From an optimization exercise on the open Yosys and OpenROAD flow, aimed at small area and few clock cycles; shortcuts taken in it are not production practice. Where RTL was checked, it was by simulation tests only, not by an equivalence proof against the original. No functional check of the RTL was part of runs 2 to 4. No activity file was given, so power comes from the tool's default toggle rates.

--- design/flow/run.sh ---
#!/bin/bash
# synth_recipe.tcl (not shown) runs the flow's synth.tcl, then flattens the netlist and writes it again
# the make line also repeats each setting of config.mk as NAME=value (left out here)
make -C /OpenROAD-flow-scripts/flow DESIGN_CONFIG=/design/flow/config.mk WORK_HOME=/design/flow/orfs CLKGATE_MAP_FILE= SYNTH_SCRIPT=/design/flow/synth_recipe.tcl finish
--- design/flow/design.v ---
module rtmp_chunk_decoder (
    input  wire        clk,
    input  wire        rst,
    input  wire        in_valid,
    output wire        in_ready,
    input  wire [1:0]  in_kind,
    input  wire [7:0]  in_data,
    output wire        out_valid,
    input  wire        out_ready,
    output wire [2:0]  out_kind,
    output wire [16:0] out_csid,
    output wire [1:0]  out_fmt,
    output wire [31:0] out_ts,
    output wire [23:0] out_len,
    output wire [7:0]  out_type,
    output wire [31:0] out_msid,
    output wire [23:0] out_chunk_len,
    output wire        out_start,
    output wire [7:0]  out_data,
    output wire [7:0]  out_code,
    output wire [2:0]  out_phase,
    output wire        out_partial
);
    localparam NR = 7;                  
    localparam EW = 137;                
    localparam IN_BYTE   = 2'd0;
    localparam IN_EOS    = 2'd1;
    localparam IN_TFAULT = 2'd2;
    localparam IN_HSDONE = 2'd3;
    localparam EV_HDR    = 3'd0;
    localparam EV_DATA   = 3'd1;
    localparam EV_MSG    = 3'd2;
    localparam EV_FAULT  = 3'd3;
    localparam EV_CLOSED = 3'd4;
    localparam M_HS   = 2'd0;
    localparam M_EST  = 2'd1;
    localparam M_DEAD = 2'd2;
    localparam P_BH0 = 3'd0;
    localparam P_BH1 = 3'd1;
    localparam P_BH2 = 3'd2;
    localparam P_MH  = 3'd3;
    localparam P_EXT = 3'd4;
    localparam P_PAY = 3'd5;
    reg [1:0]  mode;
    reg [2:0]  phase;                   
    reg        look;                    
    reg        cscan;                   
    reg [2:0]  sc;                      
    reg        two;                     
    reg [1:0]  fmt;
    reg [16:0] csid;
    reg [3:0]  mh_n;
    reg        esc;                     
    reg [23:0] dreg;                    
    reg [23:0] crem;                    
    reg [23:0] maxc;                    
    reg [3:0]  count;                   
    reg        c_v;
    reg [16:0] c_csid;
    reg [31:0] c_ts;
    reg [23:0] c_len;
    reg [7:0]  c_type;
    reg [31:0] c_msid;
    reg [23:0] c_rem;                   
    reg [NR-1:0]    rv;
    reg [NR*EW-1:0] ring;
    reg        o_valid;
    reg [2:0]  o_kind;
    reg        pend;                    
    reg [7:0]  o_data;
    reg [2:0]  o_code;
    reg        o_start;
    reg        o_part;
    wire pop      = o_valid && out_ready;
    wire can_take = !o_valid || (out_ready && !pend);
    wire kind_ok  = (mode == M_EST) || (mode == M_HS && in_kind != IN_BYTE);
    assign in_ready = can_take && kind_ok && !look && !cscan;
    wire accept   = in_valid && in_ready;
    wire [7:0] b  = in_data;
    wire [EW-1:0] cur  = {c_csid, c_ts, c_len, c_type, c_msid, c_rem};
    wire [EW-1:0] head = ring[NR*EW-1 -: EW];
    wire          h_v  = rv[NR-1];
    wire [16:0]   h_csid = head[EW-1 -: 17];
    wire [23:0]   h_rem  = head[23:0];
    wire c_hit  = c_v && c_csid == csid;
    wire h_hit  = h_v && h_csid == csid;
    wire swap   = look && !c_hit && sc != 3'd7 && (h_hit || (!h_v && c_v));
    wire        c_busy  = |c_rem;
    wire        len4    = (c_len == 24'd4);
    wire [23:0] rem_eff = len4 ? {21'd0, c_rem[2:0]} : c_rem;
    wire        hc_cont = (fmt == 2'd3) && c_busy;
    wire [23:0] hc_rsel = hc_cont ? rem_eff : c_len;
    wire [23:0] hc_clen = (hc_rsel < maxc) ? hc_rsel : maxc;
    wire        hc_zero = (hc_rsel == 24'd0);
    wire        hc_t1   = (phase == P_MH && fmt == 2'd1) ? (b == 8'd1) : (c_type == 8'd1);
    wire [3:0] mh_last_n = (fmt == 2'd0) ? 4'd10 : (fmt == 2'd1) ? 4'd6 : 4'd2;
    wire       mh_last   = (mh_n == mh_last_n);
    wire [23:0] tsf      = {dreg[15:0], b};
    wire       esc_now   = (mh_n == 4'd2) ? (tsf == 24'hFFFFFF) : esc;
    wire [31:0] ts_add   = {(phase == P_EXT) ? dreg[23:16] : 8'd0, tsf};
    wire [31:0] ts_new   = ((fmt == 2'd0) ? 32'd0 : c_ts) + ts_add;
    wire [23:0] crem_dec = crem - 24'd1;
    wire        cdone    = (crem == 24'd1);
    wire        mdone    = (rem_eff == 24'd1);
    wire [2:0]  r3       = c_rem[2:0];
    wire [23:0] rem_pay  = mdone ? 24'd0 :
                           len4  ? {c_rem[23:20],
                                    (r3 == 3'd2) ? b : c_rem[19:12],
                                    (r3 == 3'd3) ? b : c_rem[11:4],
                                    (r3 == 3'd4) ? (|b) : c_rem[3],
                                    r3 - 3'd1}
                                 : c_rem - 24'd1;
    wire        scs_zero = !c_rem[3] && c_rem[11:4] == 8'd0 && c_rem[19:12] == 8'd0 && b == 8'd0;
    wire        scs_bad  = !len4 || scs_zero;
    wire [23:0] scs_val  = c_rem[3] ? 24'hFFFFFF : {c_rem[11:4], c_rem[19:12], b};
    always @(posedge clk) begin
        ring <= {ring[(NR-1)*EW-1:0], swap ? cur : head};
        if (rst)
            rv <= {NR{1'b0}};
        else
            rv <= {rv[NR-2:0], swap ? c_v : h_v};
    end
    always @(posedge clk) begin
        if (rst) begin
            mode    <= M_HS;
            phase   <= P_BH0;
            look    <= 1'b0;
            cscan   <= 1'b0;
            fmt     <= 2'd0;
            csid    <= 17'd0;
            maxc    <= 24'd128;
            count   <= 4'd0;
            c_v     <= 1'b0;
            o_valid <= 1'b0;
            pend    <= 1'b0;
        end else begin
            if (pop) begin
                if (pend) begin
                    o_kind <= (mode == M_DEAD) ? EV_FAULT : EV_MSG;
                    pend   <= 1'b0;
                end else begin
                    o_valid <= 1'b0;
                end
            end
            if (swap) begin
                c_v    <= h_v;
                {c_csid, c_ts, c_len, c_type, c_msid, c_rem} <= head;
            end
            if (look) begin
                sc <= sc + 3'd1;
                if (c_hit) begin
                    look <= 1'b0;
                    if (fmt != 2'd3 && c_busy) begin
                        mode    <= M_DEAD;
                        o_valid <= 1'b1;
                        o_kind  <= EV_FAULT;
                        o_code  <= 3'd5;
                    end else if (fmt != 2'd3) begin
                        phase <= P_MH;
                        mh_n  <= 4'd0;
                    end
                end else if (sc == 3'd7) begin
                    look <= 1'b0;
                    if (fmt != 2'd0 || count[3]) begin
                        mode    <= M_DEAD;
                        o_valid <= 1'b1;
                        o_kind  <= EV_FAULT;
                        o_code  <= (fmt != 2'd0) ? 3'd3 : 3'd6;
                    end else begin
                        c_v    <= 1'b1;
                        c_csid <= csid;
                        count  <= count + 4'd1;
                        phase  <= P_MH;
                        mh_n   <= 4'd0;
                    end
                end
            end
            if (cscan) begin
                sc <= sc + 3'd1;
                if (h_v && |h_rem)
                    o_part <= 1'b1;
                if (sc == 3'd6) begin
                    cscan   <= 1'b0;
                    mode    <= M_DEAD;
                    o_valid <= 1'b1;
                    o_kind  <= EV_CLOSED;
                end
            end
            if (accept) begin
                case (in_kind)
                    IN_HSDONE: begin
                        if (mode == M_HS)
                            mode <= M_EST;
                    end
                    IN_TFAULT: begin
                        mode    <= M_DEAD;
                        o_valid <= 1'b1;
                        o_kind  <= EV_FAULT;
                        o_code  <= 3'd1;
                    end
                    IN_EOS: begin
                        if (phase == P_BH0 || phase == P_PAY) begin
                            cscan  <= 1'b1;
                            sc     <= 3'd0;
                            o_part <= c_v && c_busy;
                        end else begin
                            mode    <= M_DEAD;
                            o_valid <= 1'b1;
                            o_kind  <= EV_FAULT;
                            o_code  <= 3'd2;
                        end
                    end
                    default: begin  
                        case (phase)
                            P_BH0: begin
                                fmt <= b[7:6];
                                two <= b[0];
                                if (b[5:1] != 5'd0) begin
                                    csid <= {11'd0, b[5:0]};
                                    look <= 1'b1;
                                    sc   <= 3'd0;
                                end else begin
                                    csid  <= 17'd0;
                                    phase <= P_BH1;
                                end
                            end
                            P_BH1: begin
                                dreg[7:0] <= b;
                                if (!two) begin
                                    csid <= 17'd64 + {9'd0, b};
                                    look <= 1'b1;
                                    sc   <= 3'd0;
                                end else begin
                                    phase <= P_BH2;
                                end
                            end
                            P_BH2: begin
                                csid <= 17'd64 + {1'b0, b, dreg[7:0]};
                                look <= 1'b1;
                                sc   <= 3'd0;
                            end
                            P_MH: begin
                                mh_n <= mh_n + 4'd1;
                                case (mh_n)
                                    4'd0, 4'd1: dreg <= {dreg[15:0], b};
                                    4'd2: begin
                                        esc <= esc_now;
                                        if (!esc_now)
                                            c_ts <= ts_new;
                                    end
                                    4'd3: c_len[23:16] <= b;
                                    4'd4: c_len[15:8]  <= b;
                                    4'd5: c_len[7:0]   <= b;
                                    4'd6: c_type       <= b;
                                    4'd7: c_msid[7:0]  <= b;
                                    4'd8: c_msid[15:8] <= b;
                                    4'd9: c_msid[23:16] <= b;
                                    default: c_msid[31:24] <= b;
                                endcase
                                if (mh_last && esc_now) begin
                                    phase <= P_EXT;
                                    mh_n  <= 4'd0;
                                end
                            end
                            P_EXT: begin
                                mh_n <= mh_n + 4'd1;
                                dreg <= {dreg[15:0], b};
                                if (mh_n == 4'd3)
                                    c_ts <= ts_new;
                            end
                            default: begin  
                                crem    <= crem_dec;
                                c_rem   <= rem_pay;
                                o_valid <= 1'b1;
                                o_kind  <= EV_DATA;
                                o_data  <= b;
                                if (mdone && c_type == 8'd1 && scs_bad) begin
                                    mode   <= M_DEAD;
                                    pend   <= 1'b1;
                                    o_code <= 3'd7;
                                end else begin
                                    if (cdone)
                                        phase <= P_BH0;
                                    if (mdone) begin
                                        pend <= 1'b1;
                                        if (c_type == 8'd1)
                                            maxc <= scs_val;
                                    end
                                end
                            end
                        endcase
                    end
                endcase
            end
            if ((look && c_hit && fmt == 2'd3) ||
                (accept && in_kind == IN_BYTE &&
                 ((phase == P_MH && mh_last && !esc_now) || (phase == P_EXT && mh_n == 4'd3)))) begin
                c_rem   <= hc_cont ? c_rem : c_len;
                crem    <= hc_clen;
                o_valid <= 1'b1;
                o_kind  <= EV_HDR;
                o_start <= !hc_cont;
                if (hc_zero) begin
                    pend <= 1'b1;
                    if (hc_t1) begin
                        mode   <= M_DEAD;
                        o_code <= 3'd7;
                    end else begin
                        phase <= P_BH0;
                    end
                end else begin
                    phase <= P_PAY;
                end
            end
        end
    end
    assign out_valid     = o_valid;
    assign out_kind      = o_kind;
    assign out_csid      = csid;
    assign out_fmt       = fmt;
    assign out_ts        = c_ts;
    assign out_len       = c_len;
    assign out_type      = c_type;
    assign out_msid      = c_msid;
    assign out_chunk_len = crem;
    assign out_start     = o_start;
    assign out_data      = o_data;
    assign out_code      = {5'd0, o_code};
    assign out_phase     = phase;
    assign out_partial   = o_part;
endmodule
--- design/flow/constraint.sdc ---
create_clock -name core_clock -period 12.0 [get_ports {clk}]
set_input_delay 2.4000 -clock core_clock [delete_from_list [all_inputs] [get_ports {clk}]]
set_output_delay 2.4000 -clock core_clock [all_outputs]
set_load 0.01 [all_outputs]
--- design/flow/config.mk ---
export PLATFORM = sky130hd
export DESIGN_NAME = rtmp_chunk_decoder
export DESIGN_NICKNAME = rtmp_chunk_decoder
export VERILOG_FILES = /design/flow/design.v
export SDC_FILE = /design/flow/constraint.sdc
export NUM_CORES = 4
export LEC_CHECK = 0
export CAP_MARGIN = 20
export CORE_MARGIN = 2
export CORE_UTILIZATION = 40
export SLEW_MARGIN = 20
==> results of run 1 <==
-- critical path, delay by kind of cell --
| kind | cells | cell delay (ns) |
|---|---|---|
| buffers and inverters | 2 | 1.10 |
| AO/OA/AOI/OAI | 2 | 0.72 |
| AND/OR/NAND/NOR | 1 | 0.09 |
-- sequential cells by signal (all words and copies together), names as in the netlist, 7 cells and up --
signal / count
c_msid: 32
o_data: 8
csid: 17
c_len: 24
c_ts: 32
maxc: 24
c_rem: 24
dreg: 24
c_type: 8
rv: 7
c_csid: 17
crem: 24
ring: 959
-- where the power goes --
part / internal [W] / total, W / switching, W / leakage (nW)
logic: 0.000108 / 0.000244 / 0.000136 / 5.24
clock network: 0.00203 / 0.00360 / 0.00157 / 1.91
registers: 0.00427 / 0.00433 / 0.0000655 / 10.3
-- final timing paths --
check	startpoint	end	slack (ns)	cells past startpoint
setup reg to reg	c_rem[17]$_DFFE_PP_	crem[20]$_DFFE_PP_	6.74	14
setup / recovery	out_ready	in_ready	5.30	5
hold reg to reg	ring[364]$_DFF_P_	ring[501]$_DFF_P_	0.31	0
hold / removal	ring[364]$_DFF_P_	ring[501]$_DFF_P_	0.31	0
-- cell usage after synthesis (all sizes together), types with 19 or more instances --
cell	count	area (µm²)
and2	35	219
nor2	277	1040
nand2	157	589
clkbuf	112	420
a31o	25	219
a211oi	28	210
or3	47	294
dfxtp	1023	20500
xnor2	64	561
o21ai	129	646
inv	77	289
ha	72	901
buf	36	183
a21o	19	143
nand4	23	144
nor3	39	195
a21oi	187	936
mux2i	113	1130
nor4	39	274
nand3	34	170
edfxtp	210	6310
xor2	34	298
mux2	172	1940
-- routing by layer --
metal | GRT usage, % | wire [µm] | vias to the layer above
li1 | - | - | 11400
met1 | 25.4 | 42500 | 11300
met2 | 27.1 | 39900 | 747
met3 | 4.55 | 7170 | 183
met4 | 6.64 | 2910 | 2
met5 | 0 | 12 | -
-- cell families (layout without fill, tap and decap cells) --
kind of cell | Yosys count | count (layout)
muxes | 285 | 285
and+or+nand+nor | 732 | 732
DFF | 1233 | 1233
buffers and inverters | 225 | 499
AOI/OAI and AO/OA | 505 | 505
other | 1 | 5
xor gates and xnor gates | 98 | 98
adders and majority gates | 73 | 73
-- through the flow --
step           utilization (%)  area (µm²)  power (W)  worst slack, ns
2_1_floorplan                -       39200    0.00453             5.22
3_3_place_gp              43.6       42200    0.00467             5.29
3_5_place_dp              43.6       42200    0.00467             5.13
4_1_cts                   47.6       46100    0.00825             5.32
5_1_grt                   47.6       46100    0.00844             5.17
6_report                  47.6       46100    0.00818             5.30
-- layout make-up --
| type | count | area, µm² |
|---|---|---|
| Fill cell | 8627 | 50800 |
| Timing Repair Buffer | 210 | 2020 |
| Clock buffer | 167 | 3440 |
| Sequential cell | 1233 | 26800 |
| Multi-Input combinational cell | 1698 | 11600 |
| Inverter | 77 | 294 |
| Tap cell | 1276 | 1600 |
| Clock inverter | 45 | 399 |
==> impl_metrics.tcl, run 1 <==
set metrics [dict create \
    status "no timing/DRC/antenna violations" \
    muxShareOfSynthArea_pct 7.85 \
    wl_um 92500 \
    yosysSeqAreaShare_pct 68.4 \
    mostFrequentLayoutCell "dfxtp_1" \
    synth_ff_type "dfxtp_1" \
    synth_area_mm2 0.0392 \
    p_per_area_mw_per_mm2 177 \
    synth_edf_count 210 \
    grt_use_total_pct 18.2 \
    cts_buffer_depth 3 \
    arrival_ns 4.30 \
    clkSlewWorstSetupHoldPaths_ns 0.06 \
    cts_made_buffers 112 \
    drc 0 \
    grt_first_pass_wirelength_um 138000 \
    synth_top_family_by_area "simple AND/OR/NAND/NOR gates" \
    dr.pass1.iters 6 \
    vias 23600 \
    tightestPinTransition_ns 1.01 \
    drv_cap 0 \
    fin_crit_ns 6.70 \
    timing.critical_path.mode_cell "clkdlybuf4s50_1" \
    drt-initial-drc-count 1940 \
    hold_viol_final 0 \
    yosysUniqueCellTypes 78 \
    synthSimpleGateAreaFrac_pct 8.91 \
    die_area_mm2 0.100 \
    stdcell_count 4706 \
    cp_slowest_stage_delay_ns 0.58 \
    cts_resized 0 \
    num_antenna_cells 0 \
    cts.hold.buffers_added 0 \
    place_inst 4494 \
    hold_ws_ns 0.314 \
    rsz0062_at_grt "no" \
    p_leak_nw 17.4 \
    postSynthAreaPerCell_um2 12.4 \
    via_per_inst 5.01 \
    antenna_found_initial 2 \
    finalSetupViolations 0 \
    synth_async_sr_flop_share_pct 0 \
    grt_overflow 0 \
    drive_gt1_share_pct 12.8 \
    max_clock_freq_mhz 149 \
    synth-adder-area-share_pct 2.35 \
    grt_pass1_vias 22300 \
    end_kind "primary output" \
    cp_slowest_cell "clkdlybuf4s50_1" \
    cts.sinks 1233 \
    start_kind "input pin" \
    synthXorXnorAreaFrac_pct 2.19 \
    cts_tree "done" \
    vdd.ir_drop.worst_v 0.000137 \
    worstSetupPathType "in -> out" \
    slew_viol_final 0 \
    gp_congestion 0.918 \
    slew_headroom_pct 32.3 \
    die_w_um 317 \
    synth_compound_area_share_pct 8.00 \
    wl_per_cell_um 19.6 \
    core_area_mm2 0.0969 \
    synth-seq-cells 1233 \
    dp_hpwl_um 63300 \
    netlist_instances 3152 \
    clkLatencyLatePin_ns 0.70 \
    clockRootBuffer "clkbuf_16" \
    antenna_left 0 \
    die_y_um 317 \
    cts_setup_buffers 0 \
    critical_path_required_ns 9.60 \
    nets 3419 \
    yosys_warnings 1 \
    grt_max_degree 162 \
    row_count 114 \
    tns_ns 0 \
    pin_count 179 \
    finalCritPeriodShare_pct 55.8 \
    port_buffers 173 \
    finClkSkew_ns 0.0235 \
    cts_max_level 3 \
    crit_path_max_fanout 4 \
    mostFrequentLayoutCells "dfxtp_1, nor2_1, edfxtp_1, a21oi_1, clkdlybuf4s50_1" \
    synthToLayoutAreaGrowth_pct 17.7 \
    min_path_type "reg -> reg" \
    initial_utilization_pct 40.4 \
    crit_chain "clkdlybuf4s50_1 -> nand2b_1 -> a21boi_0 -> o31a_1 -> clkdlybuf4s50_1" \
]
Testbench counts, summed over its fixed seeds: cycles 103,148.
==> run 2, diff against run 1 <==
--- a/design/flow/design.v
+++ b/design/flow/design.v
@@ -74,7 +74,8 @@
     wire pop      = o_valid && out_ready;
     wire can_take = !o_valid || (out_ready && !pend);
     wire kind_ok  = (mode == M_EST) || (mode == M_HS && in_kind != IN_BYTE);
-    assign in_ready = can_take && kind_ok && !look && !cscan;
+    wire ovl      = pend && mode != M_DEAD && phase == P_BH0 && in_kind == IN_BYTE && in_data[5:1] != 5'd0;
+    assign in_ready = kind_ok && !look && !cscan && (can_take || (out_ready && ovl));
     wire accept   = in_valid && in_ready;
     wire [7:0] b  = in_data;
     wire [EW-1:0] cur  = {c_csid, c_ts, c_len, c_type, c_msid, c_rem};
@@ -82,9 +83,11 @@
     wire          h_v  = rv[NR-1];
     wire [16:0]   h_csid = head[EW-1 -: 17];
     wire [23:0]   h_rem  = head[23:0];
-    wire c_hit  = c_v && c_csid == csid;
-    wire h_hit  = h_v && h_csid == csid;
-    wire swap   = look && !c_hit && sc != 3'd7 && (h_hit || (!h_v && c_v));
+    wire c_hit  = c_v && c_csid == dreg[16:0];
+    wire h_hit  = h_v && h_csid == dreg[16:0];
+    wire look_go = look && (!o_valid || out_ready);    
+    wire h_busy = |h_rem;
+    wire swap   = look_go && !c_hit && sc != 3'd7 && (h_hit || (!h_v && c_v));
     wire        c_busy  = |c_rem;
     wire        len4    = (c_len == 24'd4);
     wire [23:0] rem_eff = len4 ? {21'd0, c_rem[2:0]} : c_rem;
@@ -146,8 +149,10 @@
                 c_v    <= h_v;
                 {c_csid, c_ts, c_len, c_type, c_msid, c_rem} <= head;
             end
-            if (look) begin
+            if (look_go) begin
                 sc <= sc + 3'd1;
+                if (c_hit || h_hit && fmt != 2'd3 || sc == 3'd7)
+                    csid <= dreg[16:0];
                 if (c_hit) begin
                     look <= 1'b0;
                     if (fmt != 2'd3 && c_busy) begin
@@ -159,6 +164,17 @@
                         phase <= P_MH;
                         mh_n  <= 4'd0;
                     end
+                end else if (h_hit && fmt != 2'd3) begin
+                    look <= 1'b0;
+                    if (h_busy) begin
+                        mode    <= M_DEAD;
+                        o_valid <= 1'b1;
+                        o_kind  <= EV_FAULT;
+                        o_code  <= 3'd5;
+                    end else begin
+                        phase <= P_MH;
+                        mh_n  <= 4'd0;
+                    end
                 end else if (sc == 3'd7) begin
                     look <= 1'b0;
                     if (fmt != 2'd0 || count[3]) begin
@@ -168,7 +184,7 @@
                         o_code  <= (fmt != 2'd0) ? 3'd3 : 3'd6;
                     end else begin
                         c_v    <= 1'b1;
-                        c_csid <= csid;
+                        c_csid <= dreg[16:0];
                         count  <= count + 4'd1;
                         phase  <= P_MH;
                         mh_n   <= 4'd0;
@@ -177,7 +193,7 @@
             end
             if (cscan) begin
                 sc <= sc + 3'd1;
-                if (h_v && |h_rem)
+                if (h_v && h_busy)
                     o_part <= 1'b1;
                 if (sc == 3'd6) begin
                     cscan   <= 1'b0;
@@ -216,7 +232,7 @@
                                 fmt <= b[7:6];
                                 two <= b[0];
                                 if (b[5:1] != 5'd0) begin
-                                    csid <= {11'd0, b[5:0]};
+                                    dreg[16:0] <= {11'd0, b[5:0]};
                                     look <= 1'b1;
                                     sc   <= 3'd0;
                                 end else begin
@@ -225,9 +241,10 @@
                                 end
                             end
                             P_BH1: begin
-                                dreg[7:0] <= b;
+                                if (two)
+                                    dreg[7:0] <= b;
                                 if (!two) begin
-                                    csid <= 17'd64 + {9'd0, b};
+                                    dreg[16:0] <= 17'd64 + {9'd0, b};
                                     look <= 1'b1;
                                     sc   <= 3'd0;
                                 end else begin
@@ -235,7 +252,7 @@
                                 end
                             end
                             P_BH2: begin
-                                csid <= 17'd64 + {1'b0, b, dreg[7:0]};
+                                dreg[16:0] <= 17'd64 + {1'b0, b, dreg[7:0]};
                                 look <= 1'b1;
                                 sc   <= 3'd0;
                             end
@@ -292,7 +309,7 @@
                     end
                 endcase
             end
-            if ((look && c_hit && fmt == 2'd3) ||
+            if ((look_go && c_hit && fmt == 2'd3) ||
                 (accept && in_kind == IN_BYTE &&
                  ((phase == P_MH && mh_last && !esc_now) || (phase == P_EXT && mh_n == 4'd3)))) begin
                 c_rem   <= hc_cont ? c_rem : c_len;
--- a/design/flow/config.mk
+++ b/design/flow/config.mk
@@ -5,7 +5,10 @@
 export SDC_FILE = /design/flow/constraint.sdc
 export NUM_CORES = 4
 export LEC_CHECK = 0
+export ABC_AREA = 1
 export CAP_MARGIN = 20
 export CORE_MARGIN = 2
-export CORE_UTILIZATION = 40
+export CORE_UTILIZATION = 55
+export CTS_BUF_LIST = sky130_fd_sc_hd__clkbuf_4 sky130_fd_sc_hd__clkbuf_8
+export CTS_CLUSTER_SIZE = 30
 export SLEW_MARGIN = 20
==> run 2 against run 1 <==
  * Combinational power grew 36%
  * Synthesized cell count grew 30%
  * Critical path type unchanged
  * Maximum frequency fell by 5.2%
  * Cell count rose by 16%
  * Critical path depth is 2 higher
  * Synthesized area is 3.5% higher
  * Via count rose by 20%
  * Total power increased by 1.4%
  * Core utilization rose by 17 points
  * Design area up 2.2%
==> impl_metrics.tcl, run 2 <==
set metrics [dict create \
    status "no timing/DRC/antenna violations" \
    synth_area_mm2 0.0405 \
    drt-initial-drc-count 2170 \
    via_per_inst 5.18 \
    initial_utilization_pct 55.6 \
    r2r-end "crem[10]$_DFFE_PP_" \
    hold_viol_final 0 \
    grt_use_met1_pct 35.8 \
    grt_use_met2_pct 43.0 \
    postSynthAreaPerCell_um2 9.87 \
    cts_max_level 4 \
    cts_tree "done" \
    yosysUniqueCellTypes 61 \
    path_depth 7 \
    cts.sinks 1233 \
    cp_num_buf_inv 4 \
    vias 28300 \
    top_register "ring" \
    synth_top_area_share_pct 50.5 \
    r2r_cells 19 \
    tns_ns 0 \
    max_clock_freq_mhz 141 \
    gp_congestion 0.941 \
    cp_slowest_stage_delay_ns 0.76 \
    clkSlewWorstSetupHoldPaths_ns 0.07 \
    grt_busiest_layer "met2" \
    yosys.area.top_type "dfxtp_1" \
    synthToLayoutAreaGrowth_pct 16.2 \
    finalSetupViolations 0 \
    min_path_type "reg -> reg" \
    crit_chain "clkdlybuf4s50_1 -> inv_1 -> buf_4 -> nand3_1 -> nand3_1 -> a31oi_2 -> clkdlybuf4s50_1" \
    hold_ws_ns 0.280 \
    critical_path_required_ns 9.60 \
    yosysSeqAreaShare_pct 66.1 \
    cts_buffer_depth 3 \
    cts.hold.buffers_added 0 \
    synth.most_common_cell "dfxtp_1" \
    grt_max_degree 213 \
    antenna_found_initial 2 \
    antenna_left 0 \
    clkLatencyLatePin_ns 0.86 \
    netlist_instances 4107 \
    nets 4435 \
    cts_resized 0 \
    top_regs "ring: 959 flops, c_msid: 32 flops, c_ts: 32 flops" \
    grt_pass1_vias 26700 \
    synth_area_leaders "dfxtp_1, edfxtp_1, nand2_1" \
    core_area_mm2 0.0730 \
    finClkSkew_ns 0.0567 \
    yosys_warnings 1 \
    synth-seq-cells 1233 \
    die_w_um 275 \
    tightestPinTransition_ns 0.993 \
    arrival_ns 4.67 \
    grt_use_total_pct 26.9 \
    fin_crit_ns 7.07 \
    port_buffers 173 \
    synth_edf_count 210 \
    slew_viol_final 0 \
    slew_headroom_pct 33.6 \
    p_per_area_mw_per_mm2 176 \
    pin_count 179 \
    end_kind "primary output" \
    synth_async_sr_flop_share_pct 0 \
    grt_overflow 0 \
    gr-usage-met3_pct 5.32 \
    crit_end "in_ready" \
    drive_gt1_share_pct 8.96 \
    mostFrequentLayoutCells "dfxtp_1, nand2_1, o21ai_0, inv_1, nor2_1" \
    cts_made_buffers 182 \
    finalCritPeriodShare_pct 58.9 \
    drv_cap 0 \
    cp_slowest_cell "clkdlybuf4s50_1" \
    worstSetupPathType "in -> out" \
    vdd.ir_drop.worst_v 0.000192 \
    start_kind "input pin" \
    dp_hpwl_um 69600 \
    clockRootBuffer "clkbuf_8" \
    timing.rr.start "c_rem[0]$_DFFE_PP_" \
    fill_cells 6081 \
    cts_setup_buffers 0 \
    rsz0062_at_grt "no" \
    grt_first_pass_wirelength_um 155000 \
    die_area_mm2 0.0759 \
    synth_ff_type "dfxtp_1" \
    row_count 99 \
    drc 0 \
    wl_um 102000 \
    crit_path_max_fanout 13 \
    mostFrequentLayoutCell "dfxtp_1" \
    ff2ff_setup_slack_ns 6.64 \
    crit_family "buffers and inverters" \
    crit_start "in_data[1]" \
    wl_per_cell_um 18.7 \
    largest_reg_flops 959 \
    synth_top_cells_by_count "dfxtp_1, nand2_1, o21ai_0" \
    p_leak_nw 20.4 \
    die_y_um 275 \
    dr.pass1.iters 6 \
]
run 2: cell types whose count changed after synthesis, moves of 25 or more:
cell and change:
mux2_2 -171, nand4_1 +25, inv_1 +353, nand3_1 +144, or3_1 -47, mux2i_1 -113, o21ai_0 +329, clkbuf_1 -40
o21ai_1 +30, and2_1 -32, nor4_1 -28, xnor2_1 -45, nand2_1 +625, buf_2 +34
run 2: cell type report:
cell class | count | area, µm² | area share, %
Antenna cell | 1 | 2.50 | 0.00531
Sequential cell | 1233 | 26800 | 56.9
Multi-Input combinational cell | 2284 | 11400 | 24.1
Inverter | 446 | 1690 | 3.58
Clock buffer | 290 | 3540 | 7.52
Timing Repair Buffer | 201 | 1980 | 4.20
Clock inverter | 45 | 567 | 1.20
Tap cell | 959 | 1200 | 2.55
run 2: how the worst min path moves through the flow:
stage,start,to,slack [ns],cells past startpoint
detailed placement,ring[114]$_DFF_P_,ring[251]$_DFF_P_,0.31,0
global route,ring[687]$_DFF_P_,ring[824]$_DFF_P_,0.29,0
CTS,ring[687]$_DFF_P_,ring[824]$_DFF_P_,0.27,0
finish,ring[687]$_DFF_P_,ring[824]$_DFF_P_,0.28,0
global placement,ring[784]$_DFF_P_,ring[921]$_DFF_P_,0.31,0
floorplan,ring[0]$_DFF_P_,ring[137]$_DFF_P_,0.31,0
run 2: worst reg2reg max path, stage by stage (launching register included):
cell	delay (ns)
edfxtp_1	0.51
inv_1	0.16
ha_1	0.20
nand2_1	0.11
nor2_1	0.28
nand3_2	0.25
nand2_2	0.59
inv_2	0.36
o21ai_0	0.44
inv_1	0.08
ha_1	0.30
nand4_1	0.13
inv_1	0.08
nand4_1	0.13
nor4_1	0.32
nand2_2	0.38
nand2_2	0.48
nand2_1	0.10
nand3_1	0.13
nand2_1	0.06
run 2: layer usage:
layer  vias up  wire, µm
li1      14000         -
met1     13100     45400
met4         2      4040
met5         -        11
met3       261      6050
met2       951     46800
run 2: cell families after synthesis:
logic type               share of synthesized area [%]
other                                          0.00925
AND/OR/NAND/NOR                                   14.1
flip-flops                                        66.1
XOR/XNOR                                         0.929
buffers and inverters                             5.98
AO/OA/AOI/OAI                                     10.6
adder cells (fa/ha/maj)                           2.27
run 2: metrics by stage:
step	area (µm²)	cells	power [W]	setup slack, ns	util (%)
CTS	47100	5457	0.00837	4.90	64.5
global route	47100	5459	0.00859	4.84	64.6
global placement	43000	5122	0.00473	4.91	58.9
floorplan	40500	4111	0.00459	4.48	-
finish	47100	5459	0.00829	4.93	64.6
detailed placement	43000	5122	0.00474	4.90	58.9
run 2: power breakdown:
part / internal (W) / switching (W) / total, W
sequential: 0.00426 / 0.0000526 / 0.00432
clock: 0.00202 / 0.00162 / 0.00364
combinational: 0.000120 / 0.000212 / 0.000333
==> run 3, diff against run 2 <==
--- a/design/flow/design.v
+++ b/design/flow/design.v
@@ -48,13 +48,11 @@
     reg [2:0]  sc;                      
     reg        two;                     
     reg [1:0]  fmt;
-    reg [16:0] csid;
     reg [3:0]  mh_n;
     reg        esc;                     
     reg [23:0] dreg;                    
     reg [23:0] crem;                    
     reg [23:0] maxc;                    
-    reg [3:0]  count;                   
     reg        c_v;
     reg [16:0] c_csid;
     reg [31:0] c_ts;
@@ -67,7 +65,6 @@
     reg        o_valid;
     reg [2:0]  o_kind;
     reg        pend;                    
-    reg [7:0]  o_data;
     reg [2:0]  o_code;
     reg        o_start;
     reg        o_part;
@@ -130,9 +127,7 @@
             look    <= 1'b0;
             cscan   <= 1'b0;
             fmt     <= 2'd0;
-            csid    <= 17'd0;
             maxc    <= 24'd128;
-            count   <= 4'd0;
             c_v     <= 1'b0;
             o_valid <= 1'b0;
             pend    <= 1'b0;
@@ -151,8 +146,6 @@
             end
             if (look_go) begin
                 sc <= sc + 3'd1;
-                if (c_hit || h_hit && fmt != 2'd3 || sc == 3'd7)
-                    csid <= dreg[16:0];
                 if (c_hit) begin
                     look <= 1'b0;
                     if (fmt != 2'd3 && c_busy) begin
@@ -177,7 +170,7 @@
                     end
                 end else if (sc == 3'd7) begin
                     look <= 1'b0;
-                    if (fmt != 2'd0 || count[3]) begin
+                    if (fmt != 2'd0 || c_v) begin
                         mode    <= M_DEAD;
                         o_valid <= 1'b1;
                         o_kind  <= EV_FAULT;
@@ -185,7 +178,6 @@
                     end else begin
                         c_v    <= 1'b1;
                         c_csid <= dreg[16:0];
-                        count  <= count + 4'd1;
                         phase  <= P_MH;
                         mh_n   <= 4'd0;
                     end
@@ -236,7 +228,6 @@
                                     look <= 1'b1;
                                     sc   <= 3'd0;
                                 end else begin
-                                    csid  <= 17'd0;
                                     phase <= P_BH1;
                                 end
                             end
@@ -290,7 +281,7 @@
                                 c_rem   <= rem_pay;
                                 o_valid <= 1'b1;
                                 o_kind  <= EV_DATA;
-                                o_data  <= b;
+                                dreg[7:0] <= b;
                                 if (mdone && c_type == 8'd1 && scs_bad) begin
                                     mode   <= M_DEAD;
                                     pend   <= 1'b1;
@@ -333,7 +324,10 @@
     end
     assign out_valid     = o_valid;
     assign out_kind      = o_kind;
-    assign out_csid      = csid;
+    wire f_miss = (o_code == 3'd3 || o_code == 3'd6);
+    wire f_zero = ((phase == P_BH1 || phase == P_BH2) && !o_code[2] && o_code != 3'd3) || !c_v;
+    assign out_csid      = (o_kind == EV_FAULT && f_miss) ? dreg[16:0] :
+                           (o_kind == EV_FAULT && f_zero) ? 17'd0 : c_csid;
     assign out_fmt       = fmt;
     assign out_ts        = c_ts;
     assign out_len       = c_len;
@@ -341,7 +335,7 @@
     assign out_msid      = c_msid;
     assign out_chunk_len = crem;
     assign out_start     = o_start;
-    assign out_data      = o_data;
+    assign out_data      = dreg[7:0];
     assign out_code      = {5'd0, o_code};
     assign out_phase     = phase;
     assign out_partial   = o_part;
==> design/flow/flow/run.sh (new file) <==
#!/bin/bash
# The standard layout, with the port buffers made of the smallest buffer
# cell instead of the one buffer_ports picks by default.
set -euo pipefail
export BUFFER_PORTS_ARGS="-buffer_cell sky130_fd_sc_hd__buf_1"
bash standard.sh > standard_flow.log 2>&1
==> design/flow/standard.sh (new file) <==
#!/bin/bash
# synth_recipe.tcl (not shown) runs the flow's synth.tcl, then flattens the netlist and writes it again
# the make line also repeats each setting of config.mk as NAME=value (left out here)
make -C /OpenROAD-flow-scripts/flow DESIGN_CONFIG=/design/flow/config.mk WORK_HOME=/design/flow/orfs CLKGATE_MAP_FILE= SYNTH_SCRIPT=/design/flow/synth_recipe.tcl "${@:-finish}"
==> design/flow/config.mk (replaced) <==
export PLATFORM = sky130hd
export DESIGN_NAME = rtmp_chunk_decoder
export DESIGN_NICKNAME = rtmp_chunk_decoder
export VERILOG_FILES = /design/flow/design.v
export SDC_FILE = /design/flow/constraint.sdc
export NUM_CORES = 4
export LEC_CHECK = 0
export CAP_MARGIN = 20
export CORE_MARGIN = 2
export CORE_UTILIZATION = 40
export CTS_BUF_LIST = sky130_fd_sc_hd__clkbuf_16
export CTS_CLUSTER_DIAMETER = 100
export CTS_CLUSTER_SIZE = 30
export SLEW_MARGIN = 20
removed: design/flow/run.sh
==> run 3 against run 2 <==
  * Global-route usage down 9.8 points
  * Critical path depth fell by 2
  * Sequential power shrank 3%
  * Via count is 21% lower
  * Worst setup slack improved by 0.39 ns
  * First-iteration DRC count down 21%
  * Count of clock-buffer cells in the layout is 241 lower
  * Clock skew fell by 0.027 ns
  * Largest power group unchanged
  * Wire length fell by 16%
  * Synthesized cell count is 24% lower
  * Critical path type unchanged
  * Core utilization shrank 21 points
  * Design area shrank 11%
==> impl_metrics.tcl, run 3 <==
set metrics [dict create \
    synth_ff_type "dfxtp_1" \
    grt_max_degree 166 \
    start_kind "input pin" \
    end_kind "primary output" \
    top_register "ring" \
    cp_slowest_cell "or4_1" \
    vdd.ir_drop.worst_v 0.000107 \
    synth-seq-cells 1204 \
    yosysUniqueCellTypes 80 \
    wl_um 85900 \
    cts_tree "done" \
    synth_area_leaders "dfxtp_1, edfxtp_1, mux2_2" \
    synth_async_sr_flop_share_pct 0 \
    top_regs "ring: 959 flops, c_msid: 32 flops, c_ts: 32 flops" \
    via_per_inst 4.96 \
    tightestPinTransition_ns 1.22 \
    cts.hold.buffers_added 0 \
    yosys.area.top_type "dfxtp_1" \
    drt-initial-drc-count 1704 \
    p_per_area_mw_per_mm2 154 \
    clockRootBuffer "clkbuf_16" \
    drv_cap 0 \
    clkSlewWorstSetupHoldPaths_ns 0.12 \
    fin_crit_ns 6.68 \
    synth_area_mm2 0.0385 \
    slew_headroom_pct 18.7 \
    gp_congestion 0.906 \
    cts_max_level 2 \
    finClkSkew_ns 0.0297 \
    wl_per_cell_um 19.1 \
    die_w_um 314 \
    arrival_ns 4.28 \
    clkLatencyLatePin_ns 0.68 \
    finalCritPeriodShare_pct 55.7 \
    min_path_type "reg -> reg" \
    max_clock_freq_mhz 150 \
    rsz0062_at_grt "no" \
    grt_pass1_vias 20700 \
    cp_slowest_stage_delay_ns 0.68 \
    finalSetupViolations 0 \
    fin_util_pct 43.9 \
    drc 0 \
    p_leak_nw 15.8 \
    cts.sinks 1204 \
    largest_reg_flops 959 \
    vias 22300 \
    nets 3288 \
    grt_use_total_pct 17.1 \
    critical_path_required_ns 9.60 \
    die_area_mm2 0.0988 \
    hold_ws_ns 0.322 \
    pin_count 179 \
    cts_setup_buffers 0 \
    synth_top_area_share_pct 52.1 \
    cts_resized 0 \
    netlist_instances 3109 \
    port_buffers 173 \
    grt_first_pass_wirelength_um 130000 \
    crit_path_max_fanout 16 \
    core_area_mm2 0.0952 \
    postSynthAreaPerCell_um2 12.4 \
    drive_gt1_share_pct 8.24 \
    row_count 113 \
    synthToLayoutAreaGrowth_pct 8.53 \
    grt_overflow 0 \
    yosysSeqAreaShare_pct 67.8 \
    status "no timing/DRC/antenna violations" \
    antenna_left 0 \
    hold_viol_final 0 \
    crit_chain "clkbuf_2 -> or4_1 -> o2111ai_1 -> a31oi_1 -> buf_1" \
    die_y_um 314 \
    synth_top_cells_by_count "dfxtp_1, nor2_1, edfxtp_1" \
    mostFrequentLayoutCell "dfxtp_1" \
    synth_edf_count 202 \
    synth.most_common_cell "dfxtp_1" \
    tns_ns 0 \
    dp_hpwl_um 57700 \
    mostFrequentLayoutCells "dfxtp_1, nor2_1, edfxtp_1, buf_1, a21oi_1" \
    yosys_warnings 1 \
    cts_made_buffers 47 \
    dr.pass1.iters 5 \
    antenna_found_initial 3 \
    worstSetupPathType "in -> out" \
    slew_viol_final 0 \
    initial_utilization_pct 40.5 \
    cts_buffer_depth 3 \
]
run 3: cell types whose count changed after synthesis, sizes merged, moves of 40 or more:
cell	change
inv	-371
xnor2	+43
o21ai	-335
clkbuf	+40
mux2i	+149
mux2	+150
nand3	-142
nand2	-631
run 3: routing by layer:
metal  up-vias  track usage [%]  wire length [µm]
met5         -                0                11
li1      11000                -                 -
met2       535             24.9             36000
met4         2             5.20              2570
met1     10700             25.4             42000
met3       134             3.53              5300
run 3: layout make-up:
type,count,area (µm²)
fillers,8801,53300
flip-flops and latches,1204,26100
multi-input cells,1684,11500
well taps,1265,1580
clock buffers,49,1230
repair buffers,195,850
inverters,70,268
clock inverters,38,221
diodes,1,2.50
run 3: critical path, delay by kind of cell:
family	cells	cell delay (ns)
buf+inv	2	0.60
simple gates	1	0.68
compound gates	2	0.59
run 3: cell families (layout without fill, tap and decap cells):
kind of cell / after synthesis / count (layout) / synth area share (%)
multiplexers: 299 / 299 / 8.26
AND/OR/NAND/NOR: 696 / 696 / 8.60
buffers and inverters: 225 / 352 / 2.41
flip-flops: 1204 / 1204 / 67.8
adder cells (fa/ha/maj): 72 / 72 / 2.36
other: 1 / 6 / 0.00974
XOR/XNOR: 104 / 104 / 2.36
AO/OA/AOI/OAI: 508 / 508 / 8.17
run 3: path summary, 6_finish.rpt:
check,startpoint,end,slack [ns],cells past startpoint
worst max-delay path,in_data[3],in_ready,5.32,5
worst min-delay path,ring[242]$_DFF_P_,ring[379]$_DFF_P_,0.32,0
worst max register to register,c_len[21]$_DFFE_PN_,crem[0]$_DFFE_PP_,6.33,14
worst min register to register,ring[242]$_DFF_P_,ring[379]$_DFF_P_,0.32,0
run 3: report_power, final:
| part | internal (W) | switching (W) |
|---|---|---|
| Clock | 0.000767 | 0.00122 |
| Sequential | 0.00415 | 0.0000551 |
| Combinational | 0.0000914 | 0.000171 |
| Total | 0.00501 | 0.00144 |
run 3: stage by stage:
stage               instance area, µm²  setup slack, ns  total power (W)  cells
finish                           41800             5.32          0.00645   4506
floorplan                        38500             5.01          0.00444   3113
CTS                              41800             5.38          0.00653   4505
detailed placement               40400             5.04          0.00456   4418
global route                     41800             5.23          0.00669   4505
global placement                 40300             5.22          0.00455   4418
==> run 4, diff against run 3 <==
--- a/design/flow/config.mk
+++ b/design/flow/config.mk
@@ -8,7 +8,7 @@
 export CAP_MARGIN = 20
 export CORE_MARGIN = 2
 export CORE_UTILIZATION = 40
-export CTS_BUF_LIST = sky130_fd_sc_hd__clkbuf_16
-export CTS_CLUSTER_DIAMETER = 100
-export CTS_CLUSTER_SIZE = 30
+export CTS_BUF_LIST = sky130_fd_sc_hd__clkbuf_8
+export CTS_CLUSTER_DIAMETER = 80
+export CTS_CLUSTER_SIZE = 16
 export SLEW_MARGIN = 20
==> run 4 against run 3 <==
  * Still clean on timing, DRC and antenna
  * Count of clock-buffer cells in the layout is 39 higher
  * Design area is 0.18% higher
  * Worst hold slack worse by 0.019 ns
  * First-iteration DRC count is 2.9% lower
  * Maximum frequency hardly changed
  * Sequential power hardly changed
  * Wire length is 1.1% higher
  * Clock power hardly changed
  * Flip-flop and latch count stayed put
  * Cell count is 1.5% higher
  * Die area stayed put
==> impl_metrics.tcl, run 4 <==
set metrics [dict create \
    drv_cap 0 \
    die_w_um 314 \
    hold_viol_final 0 \
    port_buffers 173 \
    end_kind "primary output" \
    pin_count 179 \
    nets 3328 \
    tightestPinTransition_ns 1.10 \
    top_register "ring" \
    cts_tree "done" \
    mostFrequentLayoutCells "dfxtp_1, nor2_1, edfxtp_1, buf_1, a21oi_1" \
    grt_max_degree 166 \
    worstSetupPathType "in -> out" \
    postSynthAreaPerCell_um2 12.4 \
    core_area_mm2 0.0952 \
    synth_area_leaders "dfxtp_1, edfxtp_1, mux2_2" \
    wl_um 86900 \
    finClkSkew_ns 0.0537 \
    synth.most_common_cell "dfxtp_1" \
    die_y_um 314 \
    cts.hold.buffers_added 0 \
    grt_use_total_pct 17.3 \
    cts_made_buffers 87 \
    cts_resized 0 \
    grt_overflow 0 \
    synth_ff_type "dfxtp_1" \
    p_per_area_mw_per_mm2 153 \
    synth_area_mm2 0.0385 \
    synth_top_cells_by_count "dfxtp_1, nor2_1, edfxtp_1" \
    antenna_left 0 \
    dp_hpwl_um 57700 \
    fin_util_pct 44.0 \
    synthToLayoutAreaGrowth_pct 8.73 \
    yosys_warnings 1 \
    cts_max_level 3 \
    fin_crit_ns 6.69 \
    clkLatencyLatePin_ns 0.76 \
    clockRootBuffer "clkbuf_8" \
    antenna_found_initial 5 \
    cts.sinks 1204 \
    die_area_mm2 0.0988 \
    rsz0062_at_grt "no" \
    drive_gt1_share_pct 9.32 \
    row_count 113 \
    yosysSeqAreaShare_pct 67.8 \
    min_path_type "reg -> reg" \
    netlist_instances 3109 \
    gp_congestion 0.906 \
    clkSlewWorstSetupHoldPaths_ns 0.10 \
    initial_utilization_pct 40.5 \
    grt_pass1_vias 21200 \
    via_per_inst 4.94 \
    synth_async_sr_flop_share_pct 0 \
    max_clock_freq_mhz 150 \
    p_leak_nw 15.9 \
    critical_path_required_ns 9.60 \
    vias 22600 \
    yosys.area.top_type "dfxtp_1" \
    fill_cells 8821 \
    tns_ns 0 \
    vdd.ir_drop.worst_v 0.000101 \
    arrival_ns 4.29 \
    yosysUniqueCellTypes 80 \
    wl_per_cell_um 19.0 \
    top_regs "ring: 959 flops, c_msid: 32 flops, c_ts: 32 flops" \
    status "no timing/DRC/antenna violations" \
    drc 0 \
    dr.pass1.iters 5 \
    cts_setup_buffers 0 \
    synth-seq-cells 1204 \
    slew_viol_final 0 \
    finalSetupViolations 0 \
    cts_buffer_depth 3 \
    mostFrequentLayoutCell "dfxtp_1" \
    finalCritPeriodShare_pct 55.7 \
    start_kind "input pin" \
    slew_headroom_pct 26.5 \
    synth_edf_count 202 \
    drt-initial-drc-count 1654 \
    crit_path_max_fanout 16 \
    grt_first_pass_wirelength_um 131000 \
    largest_reg_flops 959 \
    synth_top_area_share_pct 52.1 \
]
run 4: cell counts after synthesis:
No cell type changed its count.
run 4: worst paths after layout:
kind                       start           endpoint  slack (ns)  cells past startpoint
max                   in_data[3]           in_ready        5.31                      5
min            ring[488]$_DFF_P_  ring[625]$_DFF_P_        0.30                      0
max reg2reg  c_len[21]$_DFFE_PN_  crem[0]$_DFFE_PP_        6.35                     14
min reg2reg    ring[488]$_DFF_P_  ring[625]$_DFF_P_        0.30                      0
run 4: kinds of logic after synthesis:
kind of cell    Yosys count  synth area share (%)
flops                  1204                  67.8
simple gates            696                  8.60
compound gates          508                  8.17
mux                     299                  8.26
buf+inv                 225                  2.41
xor+xnor                104                  2.36
fa+ha+maj                72                  2.36
other cells               1               0.00974
run 4: where the power goes:
| part | leakage, nW | internal, W | switching, W |
|---|---|---|---|
| sequential | 10.0 | 0.00415 | 0.0000551 |
| combinational | 4.99 | 0.0000914 | 0.000171 |
| clock | 0.952 | 0.000698 | 0.00126 |
| total | 15.9 | 0.00494 | 0.00148 |
run 4: worst max-delay path, cell delays in order:
cell       delay, ns
clkbuf_2        0.39
or4_1           0.68
o2111ai_1       0.32
a31oi_1         0.27
buf_1           0.21
run 4: cell type report:
cell class,count,area (µm²),share of cell area (%)
well taps,1265,1580,3.78
inverters,70,268,0.639
clock buffers,88,1210,2.89
repair buffers,195,850,2.03
multi-input cells,1684,11500,27.5
flip-flops and latches,1204,26100,62.4
clock inverters,64,308,0.735
diodes,3,7.51,0.0179
run 4: per-stage QoR:
stage / power, W / hold slack, ns / area, µm² / worst slack [ns] / instances
after CTS: 0.00651 / 0.309 / 41900 / 5.38 / 4570
final: 0.00642 / 0.303 / 41900 / 5.31 / 4573
after global placement: 0.00455 / 0.310 / 40300 / 5.22 / 4418
after floorplan: 0.00444 / 0.310 / 38500 / 5.01 / 3113
after global routing: 0.00669 / 0.322 / 41900 / 5.24 / 4572
after detailed placement: 0.00456 / 0.312 / 40400 / 5.04 / 4418
run 4: routing by layer:
layer	track usage, %	wire (µm)	vias to the layer above
met3	4.03	5580	156
met4	5.93	2570	2
met1	25.4	42300	10800
met2	25.0	36400	584
met5	0	11	-
li1	-	-	11100
==> run 5, diff against run 4 <==
--- a/design/flow/design.v
+++ b/design/flow/design.v
@@ -45,12 +45,10 @@
     reg [2:0]  phase;                   
     reg        look;                    
     reg        cscan;                   
-    reg [2:0]  sc;                      
-    reg        two;                     
     reg [1:0]  fmt;
-    reg [3:0]  mh_n;
-    reg        esc;                     
-    reg [23:0] dreg;                    
+    reg [3:0]  mh_n;                    
+    wire [2:0] sc = mh_n[2:0];
+    reg [23:0] dreg;
     reg [23:0] crem;                    
     reg [23:0] maxc;                    
     reg        c_v;
@@ -66,7 +64,6 @@
     reg [2:0]  o_kind;
     reg        pend;                    
     reg [2:0]  o_code;
-    reg        o_start;
     reg        o_part;
     wire pop      = o_valid && out_ready;
     wire can_take = !o_valid || (out_ready && !pend);
@@ -96,7 +93,7 @@
     wire [3:0] mh_last_n = (fmt == 2'd0) ? 4'd10 : (fmt == 2'd1) ? 4'd6 : 4'd2;
     wire       mh_last   = (mh_n == mh_last_n);
     wire [23:0] tsf      = {dreg[15:0], b};
-    wire       esc_now   = (mh_n == 4'd2) ? (tsf == 24'hFFFFFF) : esc;
+    wire       esc_now   = (mh_n == 4'd2) ? (tsf == 24'hFFFFFF) : dreg[23];
     wire [31:0] ts_add   = {(phase == P_EXT) ? dreg[23:16] : 8'd0, tsf};
     wire [31:0] ts_new   = ((fmt == 2'd0) ? 32'd0 : c_ts) + ts_add;
     wire [23:0] crem_dec = crem - 24'd1;
@@ -145,7 +142,7 @@
                 {c_csid, c_ts, c_len, c_type, c_msid, c_rem} <= head;
             end
             if (look_go) begin
-                sc <= sc + 3'd1;
+                mh_n <= mh_n + 4'd1;
                 if (c_hit) begin
                     look <= 1'b0;
                     if (fmt != 2'd3 && c_busy) begin
@@ -184,7 +181,7 @@
                 end
             end
             if (cscan) begin
-                sc <= sc + 3'd1;
+                mh_n <= mh_n + 4'd1;
                 if (h_v && h_busy)
                     o_part <= 1'b1;
                 if (sc == 3'd6) begin
@@ -209,7 +206,7 @@
                     IN_EOS: begin
                         if (phase == P_BH0 || phase == P_PAY) begin
                             cscan  <= 1'b1;
-                            sc     <= 3'd0;
+                            mh_n   <= 4'd0;
                             o_part <= c_v && c_busy;
                         end else begin
                             mode    <= M_DEAD;
@@ -222,22 +219,22 @@
                         case (phase)
                             P_BH0: begin
                                 fmt <= b[7:6];
-                                two <= b[0];
+                                dreg[8] <= b[0];
                                 if (b[5:1] != 5'd0) begin
                                     dreg[16:0] <= {11'd0, b[5:0]};
                                     look <= 1'b1;
-                                    sc   <= 3'd0;
+                                    mh_n <= 4'd0;
                                 end else begin
                                     phase <= P_BH1;
                                 end
                             end
                             P_BH1: begin
-                                if (two)
+                                if (dreg[8])
                                     dreg[7:0] <= b;
-                                if (!two) begin
+                                if (!dreg[8]) begin
                                     dreg[16:0] <= 17'd64 + {9'd0, b};
                                     look <= 1'b1;
-                                    sc   <= 3'd0;
+                                    mh_n <= 4'd0;
                                 end else begin
                                     phase <= P_BH2;
                                 end
@@ -245,14 +242,14 @@
                             P_BH2: begin
                                 dreg[16:0] <= 17'd64 + {1'b0, b, dreg[7:0]};
                                 look <= 1'b1;
-                                sc   <= 3'd0;
+                                mh_n <= 4'd0;
                             end
                             P_MH: begin
                                 mh_n <= mh_n + 4'd1;
                                 case (mh_n)
                                     4'd0, 4'd1: dreg <= {dreg[15:0], b};
                                     4'd2: begin
-                                        esc <= esc_now;
+                                        dreg[23] <= esc_now;
                                         if (!esc_now)
                                             c_ts <= ts_new;
                                     end
@@ -307,7 +304,7 @@
                 crem    <= hc_clen;
                 o_valid <= 1'b1;
                 o_kind  <= EV_HDR;
-                o_start <= !hc_cont;
+                dreg[23] <= !hc_cont;
                 if (hc_zero) begin
                     pend <= 1'b1;
                     if (hc_t1) begin
@@ -334,7 +331,7 @@
     assign out_type      = c_type;
     assign out_msid      = c_msid;
     assign out_chunk_len = crem;
-    assign out_start     = o_start;
+    assign out_start     = dreg[23];
     assign out_data      = dreg[7:0];
     assign out_code      = {5'd0, o_code};
     assign out_phase     = phase;
--- a/design/flow/config.mk
+++ b/design/flow/config.mk
@@ -8,7 +8,8 @@
 export CAP_MARGIN = 20
 export CORE_MARGIN = 2
 export CORE_UTILIZATION = 40
-export CTS_BUF_LIST = sky130_fd_sc_hd__clkbuf_8
+export CTS_BUF_LIST = sky130_fd_sc_hd__clkbuf_16
 export CTS_CLUSTER_DIAMETER = 80
-export CTS_CLUSTER_SIZE = 16
+export CTS_CLUSTER_SIZE = 30
+export GPL_TIMING_DRIVEN = 0
 export SLEW_MARGIN = 20
==> run 5 against run 4 <==
  * Register-to-register slack worse by 0.06 ns
  * Die area down 0.84%
  * Clock skew down 0.023 ns
  * Critical path type is now in -> reg
==> impl_metrics.tcl, run 5 <==
set metrics [dict create \
    crit_path_max_fanout 8 \
    cp_slowest_stage_delay_ns 0.97 \
    status "no timing/DRC/antenna violations" \
    arrival_ns 7.00 \
    synth_top_cells_by_count "dfxtp_1, nand2_1, nor2_1" \
    grt_pass1_vias 22300 \
    yosys_warnings 1 \
    slew_viol_final 0 \
    crit_chain "buf_1 -> inv_1 -> nor4b_1 -> a41o_1 -> nor4_1 -> nor3_1 -> o21ai_0 -> a21oi_1" \
    dp_slack_ns 4.58 \
    final_cell_area_mm2 0.0423 \
    rsz0062_at_grt "no" \
    intPower_w 0.00512 \
    pin_count 179 \
    end_kind "flop" \
    fin_crit_ns 6.72 \
    wl_per_cell_um 21.4 \
    netlist_instances 3087 \
    cts.sinks 1198 \
    die_w_um 313 \
    cts_resized 0 \
    cts_max_level 2 \
    synth_edf_count 196 \
    finalCritPeriodShare_pct 56.0 \
    core_area_mm2 0.0949 \
    synthXorXnorAreaFrac_pct 2.36 \
    clkLatencyLatePin_ns 0.68 \
    synth_ff_type "dfxtp_1" \
    worstSetupPathType "in -> reg" \
    pwr-share-clk_pct 33.2 \
    synth_area_leaders "dfxtp_1, edfxtp_1, mux2_2" \
    initial_utilization_pct 40.3 \
    synthToLayoutAreaGrowth_pct 10.7 \
    finClkSkew_ns 0.0308 \
    grt_use_total_pct 19.7 \
    min_path_type "reg -> reg" \
    mostFrequentLayoutCell "dfxtp_1" \
    hold_ws_ns 0.316 \
    cp_num_buf_inv 2 \
    p_sw_w 0.00153 \
    max_clock_freq_mhz 149 \
    finalSetupViolations 0 \
    postSynthAreaPerCell_um2 12.4 \
    yosys.area.top_type "dfxtp_1" \
    largest_reg_flops 959 \
    place_area_mm2 0.0405 \
    dp_hpwl_um 71600 \
    clockRootBuffer "clkbuf_16" \
    p_per_area_mw_per_mm2 157 \
    num_antenna_cells 0 \
    nets 3404 \
    drt-initial-drc-count 1944 \
    clkSlewWorstSetupHoldPaths_ns 0.11 \
    wl_um 99000 \
    antenna_left 0 \
    yosysUniqueCellTypes 84 \
    crit_family "simple AND/OR/NAND/NOR gates" \
    muxShareOfSynthArea_pct 7.72 \
    synth_area_mm2 0.0382 \
    tightestPinTransition_ns 1.12 \
    worst_slack_ns 5.28 \
    cts.hold.buffers_added 0 \
    cts_tree "done" \
    synth_compound_area_share_pct 8.08 \
    synth-adder-area-share_pct 2.31 \
    synth_top_area_share_pct 52.5 \
    drive_gt1_share_pct 8.74 \
    gp_congestion 0.946 \
    sw_frac_of_total_pct 23.0 \
    synth-seq-cells 1198 \
    synthSimpleGateAreaFrac_pct 9.26 \
    grt_overflow 0 \
    hold_viol_final 0 \
    seqPwrFrac_pct 62.8 \
    via_per_inst 5.06 \
    grt_max_degree 86 \
    slew_headroom_pct 25.5 \
    antenna_found_initial 10 \
    start_kind "input pin" \
    port_buffers 172 \
    p_comb_share_pct 4.0 \
    critical_path_required_ns 12.29 \
    cts_buffer_depth 3 \
    stdcell_count 4628 \
    die_area_mm2 0.0980 \
    drv_cap 0 \
    tns_ns 0 \
    synth.most_common_cell "dfxtp_1" \
    vdd.ir_drop.worst_v 0.000131 \
    top_regs "ring: 959 flops, c_msid: 32 flops, c_ts: 32 flops" \
    p_leak_nw 15.8 \
    die_y_um 313 \
    place_inst 4531 \
    cts_setup_buffers 0 \
    row_count 113 \
    cts_made_buffers 52 \
    synth_top_family_by_area "simple AND/OR/NAND/NOR gates" \
    vias 23400 \
    drc 0 \
    grt_first_pass_wirelength_um 145000 \
    mostFrequentLayoutCells "dfxtp_1, nand2_1, nor2_1, edfxtp_1, buf_1" \
    yosysSeqAreaShare_pct 67.9 \
    dr.pass1.iters 5 \
    top_register "ring" \
    synth_async_sr_flop_share_pct 0 \
    cp_slowest_cell "nor4b_1" \
]
run 5: changes by cell type after synthesis, moves of 28 or more:
| cell | before | now |
|---|---|---|
| o21ai_0 | 154 | 112 |
| nand3_1 | 38 | 74 |
| nor2b_1 | 26 | 60 |
| nor2_1 | 253 | 210 |
| and2_1 | 36 | 8 |
| nand2_1 | 158 | 218 |
run 5: cell type report:
| cell class | count | area, µm² |
|---|---|---|
| Clock buffer | 55 | 1380 |
| Sequential cell | 1198 | 25900 |
| Multi-Input combinational cell | 1682 | 11400 |
| Fill cell | 8805 | 52600 |
| Timing Repair Buffer | 175 | 696 |
| Inverter | 49 | 191 |
| Clock inverter | 42 | 389 |
| Buffer | 162 | 709 |
| Tap cell | 1265 | 1580 |
run 5: logic make-up (layout without fill, tap and decap cells):
kind of cell,Yosys count,after routing
multiplexers,276,276
AO/OA/AOI/OAI,483,483
flip-flops,1198,1198
adder cells (fa/ha/maj),70,70
buffers and inverters,211,483
XOR/XNOR,103,103
other,1,5
AND/OR/NAND/NOR,745,745
run 5: power by group through the flow:
stage	sequential, W	combinational [W]	clock, W
floorplan	0.00425	0.000157	0
global placement	0.00426	0.000263	0
detailed placement	0.00426	0.000266	0
CTS	0.00417	0.000268	0.00227
global route	0.00418	0.000290	0.00241
finish	0.00417	0.000267	0.00221
run 5: path summary, 6_finish.rpt:
path / to / slack, ns / depth (start not counted) / from
worst max-delay path: c_rem[18]$_DFFE_PP_ / 5.28 / 8 / in_data[5]
worst min-delay path: ring[850]$_DFF_P_ / 0.32 / 0 / ring[713]$_DFF_P_
worst max register to register: crem[22]$_DFFE_PP_ / 6.29 / 21 / c_rem[0]$_DFFE_PP_
worst min register to register: ring[850]$_DFF_P_ / 0.32 / 0 / ring[713]$_DFF_P_
run 5: metal layers:
| metal | up-vias | part of all wire, % | track usage, % |
|---|---|---|---|
| li1 | 11200 | - | - |
| met1 | 11400 | 46 | 27.5 |
| met2 | 673 | 45 | 31.3 |
| met3 | 174 | 5.9 | 3.31 |
| met4 | 8 | 3.0 | 6.12 |
| met5 | - | 0.054 | 0 |
run 5: per-stage QoR:
stage,power [W],utilization [%]
after floorplan,0.00441,-
after global placement,0.00453,42.6
after detailed placement,0.00453,42.7
after CTS,0.00671,44.6
after global routing,0.00688,44.6
final,0.00665,44.6
Testbench counts of run 5, summed over its fixed seeds: cycles 102,636.
==> run 6, diff against run 5 <==
--- a/design/flow/config.mk
+++ b/design/flow/config.mk
@@ -11,5 +11,4 @@
 export CTS_BUF_LIST = sky130_fd_sc_hd__clkbuf_16
 export CTS_CLUSTER_DIAMETER = 80
 export CTS_CLUSTER_SIZE = 30
-export GPL_TIMING_DRIVEN = 0
 export SLEW_MARGIN = 20
==> run 6 against run 5 <==
  * Sequential share of layout area grew 0.81 points
  * Still clean
  * Core utilization down 0.58 points
  * Via count fell by 3.4%
  * Clock power fell by 5%
  * First-iteration DRC count fell by 5.1%
  * Critical endpoint is now in_ready
  * Cell count down 2.7%
  * Maximum frequency grew 3.8%
==> impl_metrics.tcl, run 6 <==
set metrics [dict create \
    finalCritPeriodShare_pct 53.9 \
    grt_use_total_pct 17.7 \
    start_kind "input pin" \
    synth_area_leaders "dfxtp_1, edfxtp_1, mux2_2" \
    crit_path_max_fanout 18 \
    place_area_mm2 0.0401 \
    gp_congestion 0.886 \
    mostFrequentLayoutCell "dfxtp_1" \
    core_area_mm2 0.0949 \
    drv_cap 0 \
    critical_path_required_ns 9.60 \
    largest_reg_flops 959 \
    yosysUniqueCellTypes 84 \
    antenna_found_initial 1 \
    grt_pass1_vias 21700 \
    min_path_type "reg -> reg" \
    slew_viol_final 0 \
    nets 3281 \
    status "no timing/DRC/antenna violations" \
    vdd.ir_drop.worst_v 0.000124 \
    row_count 113 \
    finClkSkew_ns 0.0256 \
    cts_max_level 2 \
    wl_per_cell_um 19.6 \
    grt_first_pass_wirelength_um 133000 \
    worstSetupPathType "in -> out" \
    port_buffers 173 \
    synth_async_sr_flop_share_pct 0 \
    synth_area_mm2 0.0382 \
    wl_um 88300 \
    synth_edf_count 196 \
    antenna_left 0 \
    clkLatencyLatePin_ns 0.66 \
    die_w_um 313 \
    cts_setup_buffers 0 \
    yosysSeqAreaShare_pct 67.9 \
    cts_buffer_depth 3 \
    synth.most_common_cell "dfxtp_1" \
    cts_made_buffers 50 \
    drc 0 \
    p_per_area_mw_per_mm2 156 \
    initial_utilization_pct 40.3 \
    cts.hold.buffers_added 0 \
    synth_top_area_share_pct 52.5 \
    drive_gt1_share_pct 8.87 \
    clkSlewWorstSetupHoldPaths_ns 0.10 \
    dp_hpwl_um 60500 \
    max_clock_freq_mhz 155 \
    drt-initial-drc-count 1845 \
    top_register "ring" \
    netlist_instances 3087 \
    cts.sinks 1198 \
    postSynthAreaPerCell_um2 12.4 \
    num_antenna_cells 0 \
    arrival_ns 4.07 \
    cts_resized 0 \
    mostFrequentLayoutCells "dfxtp_1, nand2_1, nor2_1, edfxtp_1, buf_1" \
    yosys.area.top_type "dfxtp_1" \
    hold_viol_final 0 \
    tightestPinTransition_ns 1.03 \
    end_kind "primary output" \
    final_cell_area_mm2 0.0417 \
    synthToLayoutAreaGrowth_pct 9.30 \
    cts_tree "done" \
    pin_count 179 \
    dr.pass1.iters 6 \
    slew_headroom_pct 30.7 \
    die_y_um 313 \
    top_regs "ring: 959 flops, c_msid: 32 flops, c_ts: 32 flops" \
    synth_top_cells_by_count "dfxtp_1, nand2_1, nor2_1" \
    vias 22600 \
    die_area_mm2 0.0980 \
    fill_cells 8786 \
    yosys_warnings 1 \
    grt_max_degree 149 \
    finalSetupViolations 0 \
    synth-seq-cells 1198 \
    synth_ff_type "dfxtp_1" \
    clockRootBuffer "clkbuf_16" \
    grt_overflow 0 \
    tns_ns 0 \
    rsz0062_at_grt "no" \
    fin_crit_ns 6.47 \
    p_leak_nw 15.6 \
    via_per_inst 5.02 \
]
-- run 6: layout make-up --
class | count | area [µm²] | area share (%)
Clock buffer | 53 | 1330 | 3.18
Clock inverter | 38 | 272 | 0.650
Inverter | 49 | 189 | 0.453
Multi-Input combinational cell | 1682 | 11400 | 27.4
Sequential cell | 1198 | 25900 | 62.2
Tap cell | 1265 | 1580 | 3.79
Timing Repair Buffer | 216 | 988 | 2.37
-- run 6: metrics by stage --
step           util [%]  hold slack [ns]  setup WS (ns)  std cells  power, W
2_1_floorplan         -            0.310           5.15       3091   0.00441
3_3_place_gp       42.3            0.310           5.55       4409   0.00452
3_5_place_dp       42.3            0.312           5.52       4409   0.00452
4_1_cts            44.0            0.322           5.53       4500   0.00660
5_1_grt            44.0            0.319           5.46       4501   0.00677
6_report           44.0            0.319           5.53       4501   0.00653
-- run 6: power breakdown --
group	internal, W	total [W]	switching [W]	leakage, nW
clock	0.000841	0.00210	0.00126	0.874
combinational	0.0000871	0.000251	0.000164	4.80
sequential	0.00412	0.00418	0.0000557	9.92
-- run 6: logic make-up (layout without fill, tap and decap cells) --
kind of cell | after synthesis | in the layout | share of synthesized area (%)
flip-flops | 1198 | 1198 | 67.9
AND/OR/NAND/NOR | 745 | 745 | 9.26
AO/OA/AOI/OAI | 483 | 483 | 8.08
multiplexers | 276 | 276 | 7.72
buffers and inverters | 211 | 356 | 2.31
XOR/XNOR | 103 | 103 | 2.36
adder cells (fa/ha/maj) | 70 | 70 | 2.31
other | 1 | 5 | 0.00982
-- run 6: worst max-delay path, stage by stage --
cell and delay [ns]:
clkbuf_2 0.37, or4_1 0.69, o211ai_1 0.23, a21oi_1 0.15
buf_1 0.21
-- run 6: routing by layer --
| layer | routed length, µm | track usage, % | vias to the layer above | share of wire, % |
|---|---|---|---|---|
| met5 | 0 | 0 | - | 0 |
| met4 | 2750 | 5.90 | 0 | 3.1 |
| met3 | 5060 | 2.75 | 156 | 5.7 |
| met2 | 39200 | 27.5 | 622 | 44 |
| met1 | 41300 | 25.2 | 10900 | 47 |
| li1 | - | - | 10900 | - |
-- run 6: final timing paths --
kind,cells after the start,start,slack (ns),to
worst max-delay path,5,in_data[1],5.53,in_ready
worst min-delay path,0,ring[571]$_DFF_P_,0.32,ring[708]$_DFF_P_
worst max register to register,18,c_len[14]$_DFFE_PN_,6.46,crem[0]$_DFFE_PP_
worst min register to register,0,ring[571]$_DFF_P_,0.32,ring[708]$_DFF_P_

-- separate check: timing with driven ports --
In the flow no input, the clock included, has a driving cell. The finished layouts below were timed again as built, in two steps.
Step 1, drivers: a clkbuf_16 drives clk and a buf_2 each remaining input, both assumed.
Step 2, shift: input delay + t, output delay - t, t = (earliest + latest rising clock arrival at the registers) / 2. This alone moves slack from input paths to output paths.
a / b / c = no drivers / after step 1 / after step 2; a / b = the first two.
run | shift t [ns] | setup slack, ns | worst register clock-pin slew, ns | worst slew at a driven data input, ns
run 1 | 0.758 | 5.300 / 5.192 / 4.946 | 0.07 / 0.07 | 0.10
run 2 | 0.895 | 4.929 / 4.907 / 4.907 | 0.07 / 0.07 | 0.04
run 3 | 0.726 | 5.320 / 5.237 / 4.919 | 0.12 / 0.12 | 0.12
run 4 | 0.797 | 5.315 / 5.227 / 4.854 | 0.11 / 0.11 | 0.12
run 5 | 0.730 | 5.283 / 5.324 / 4.595 | 0.12 / 0.12 | 0.12
run 6 | 0.714 | 5.528 / 5.457 / 5.455 | 0.11 / 0.11 | 0.13
After both steps setup and hold are still met in every run listed. The setup slack of run 5, which loses most, moves by +0.041 ns with the drivers and by -0.688 ns with both steps.
